Context: an optimization exercise on an open-source flow, tuned for small area, a short achievable clock period and few clock cycles. The choices shown serve that exercise and are no tape-out recipe.
The RTL was checked by simulation tests, not by an equivalence proof against the original design.

Design jbd_bms_parser, start of the top module:
module jbd_bms_parser (
    input  wire        clk,
    input  wire        rst,         
    input  wire        cmd_valid,
    input  wire [15:0] cmd_word,
    output wire        cmd_ready,
    input  wire [11:0] rd_addr,
    output wire [31:0] rd_data
);
    localparam [7:0] OP_NOP      = 8'h00,
                     OP_CLEAR    = 8'h01,
                     OP_PUSH     = 8'h02,
                     OP_VALIDATE = 8'h03,
                     OP_DECODE   = 8'h04,
                     OP_PARSE    = 8'h05;
    localparam [3:0] R_OK           = 4'h0,
                     R_INCOMPLETE   = 4'h1,
                     R_BAD_START    = 4'h2,
                     R_BAD_END      = 4'h3,
                     R_LEN_MISMATCH = 4'h4,
                     R_DEV_STATUS   = 4'h5,
                     R_UNKNOWN_TYPE = 4'h6,
                     R_CSUM         = 4'h7,
                     R_UNSUPPORTED  = 4'h8,
                     R_REC_SIZE     = 4'h9,
                     R_NOT_VALID    = 4'hA,
                     R_ILLEGAL      = 4'hB;
  ...
export LEC_CHECK = 0
export ABC_AREA = 1
export CAP_MARGIN = 20
export CORE_MARGIN = 2
export CORE_UTILIZATION = 50
export CTS_CLUSTER_DIAMETER = 80
export CTS_CLUSTER_SIZE = 20
export PLACE_DENSITY = 0.65
export SETUP_SLACK_MARGIN = 4.0
export SLEW_MARGIN = 20
create_clock -name core_clock -period 10.0 [get_ports {clk}]
run.sh (not shown) runs the stock make flow with config.mk's settings and CLKGATE_MAP_FILE= SYNTH_SCRIPT=/design/flow/synth_recipe.tcl, a recipe that flattens the netlist after the stock synthesis.
Testbench counts at the start, summed over its fixed seeds: cycles 10,075.
==> next run, changes <==
--- a/flow/design.v
+++ b/flow/design.v
@@ -322,13 +322,12 @@
     reg  [63:0] slot_off;
     always @(*)
         for (s = 0; s < 16; s = s + 1)
             slot_off[4*s +: 4] = s[3:0] + phase;
     wire [15:0] dsl;
     rd_slot_dec u_sdec (.a(rd_addr[3:0]), .off(slot_off), .sel(dsl));
-    wire [15:0] dhw = {16{c_win}} & dhi;
     wire [7:0] sg [0:15];      
     wire [7:0] rg [0:15];      
     genvar gs, gj;
     generate
         for (gs = 0; gs < 16; gs = gs + 1) begin : g_slot
             wire [31:0] sd;
@@ -336,14 +335,14 @@
             for (gj = 0; gj < 4; gj = gj + 1) begin : g_sd
                 assign sd[8*gj +: 8] = sbuf[16*gj + gs];
             end
             for (gj = 0; gj < NRING; gj = gj + 1) begin : g_rd
                 assign rdd[8*gj +: 8] = ring[16*gj + gs];
             end
-            aor4x8  u_s (.d(sd),  .sel(dhw[3:0]),  .y(sg[gs]));
-            aor12x8 u_r (.d(rdd), .sel(dhw[15:4]), .y(rg[gs]));
+            aor4x8  u_s (.d(sd),  .sel(dhi[3:0]),  .y(sg[gs]));
+            aor12x8 u_r (.d(rdd), .sel(dhi[15:4]), .y(rg[gs]));
         end
     endgenerate
     wire [127:0] sgv, rgv;
     wire [47:0]  hbv;
     generate
         for (gs = 0; gs < 16; gs = gs + 1) begin : g_pack
@@ -354,21 +353,20 @@
             assign hbv[8*gs +: 8] = hbuf[gs];
         end
     endgenerate
     wire [7:0] ws, wr, wh;
     aor16x8 u_ws (.d(sgv), .sel(dlo), .y(ws));
     aor16x8 u_wr (.d(rgv), .sel(dsl), .y(wr));
-    aor6x8  u_wh (.d(hbv), .sel(dlo[5:0] & {6{c_hi}}), .y(wh));
+    aor6x8  u_wh (.d(hbv), .sel(dlo[5:0]), .y(wh));
     reg [31:0] rw;
     always @(*) begin
         rw = 32'h0000_0000;
         for (a = 0; a < 64; a = a + 1)
             rw = rw | ({32{dlo[a & 15] & dhi[a >> 4]}} & regv[a]);
-        rw = {32{c_reg}} & rw;
     end
-    rd_or u_or (.ws(ws), .wr(wr), .wh(wh), .rw(rw), .y(rd_data));
+    rd_or u_or (.c_win(c_win), .c_hi(c_hi), .c_reg(c_reg), .ws(ws), .wr(wr), .wh(wh), .rw(rw), .y(rd_data));
 endmodule
 module rd_addr_dec (
     input  wire [11:0] rd_addr,
     output wire        c_win,
     output wire        c_hi,
     output wire        c_reg,
@@ -430,14 +428,18 @@
     aor4x8 u1 (.d(d[63:32]),  .sel(sel[7:4]),   .y(y1));
     aor4x8 u2 (.d(d[95:64]),  .sel(sel[11:8]),  .y(y2));
     aor4x8 u3 (.d(d[127:96]), .sel(sel[15:12]), .y(y3));
     assign y = y0 | y1 | y2 | y3;
 endmodule
 module rd_or (
+    input  wire        c_win,
+    input  wire        c_hi,
+    input  wire        c_reg,
     input  wire [7:0]  ws,
     input  wire [7:0]  wr,
     input  wire [7:0]  wh,
     input  wire [31:0] rw,
     output wire [31:0] y
 );
-    assign y = {rw[31:8], rw[7:0] | ws | wr | wh};
+    assign y = {{24{c_reg}} & rw[31:8],
+                ({8{c_reg}} & rw[7:0]) | ({8{c_win}} & (ws | wr)) | ({8{c_hi}} & wh)};
 endmodule
The new run finished clean.
Core utilization goes down by 0.73 points.
Area after synthesis goes down slightly.
Clock-buffer cell count goes up by 6.
Cell count goes down by a few percent.
First-iteration DRC count goes down by roughly a tenth.
Via count goes down by a few percent.
Routed wire length goes up slightly.
Cell area goes down by a few percent.
Testbench counts after the change, summed over its fixed seeds: cycles 10,075.

==> afterwards: timing with drivers on the ports <==
No port has a modelled driver above. Below, the same layouts with a new extraction and two added sets of constraints. Step 1 sets driving cells, clkbuf_16 on the clock port and buf_2 on the other inputs (assumed; they add their load-dependent delay and slew). Step 2 adds t to the input delays and takes it off the output delays; t is the mean of the earliest and latest rising clock arrival at the registers after step 1. Input paths then give back, and output paths get back, about the clock's delay inside the block. Three values: ideal ports, drivers, drivers and shift; two values: the first two.
| run | shift t [ns] | setup slack, ns | cell pins on the clock port's net |
|---|---|---|---|
| the first run | 0.889 | 2.971 / 2.892 / 2.892 | 1 |
| the second run | 0.899 | 2.944 / 2.856 / 2.856 | 1 |
After both steps setup and hold are still met in every run listed. For the second run, which loses most, drivers alone change the setup slack by -0.088 ns; drivers and shift together by -0.088 ns.
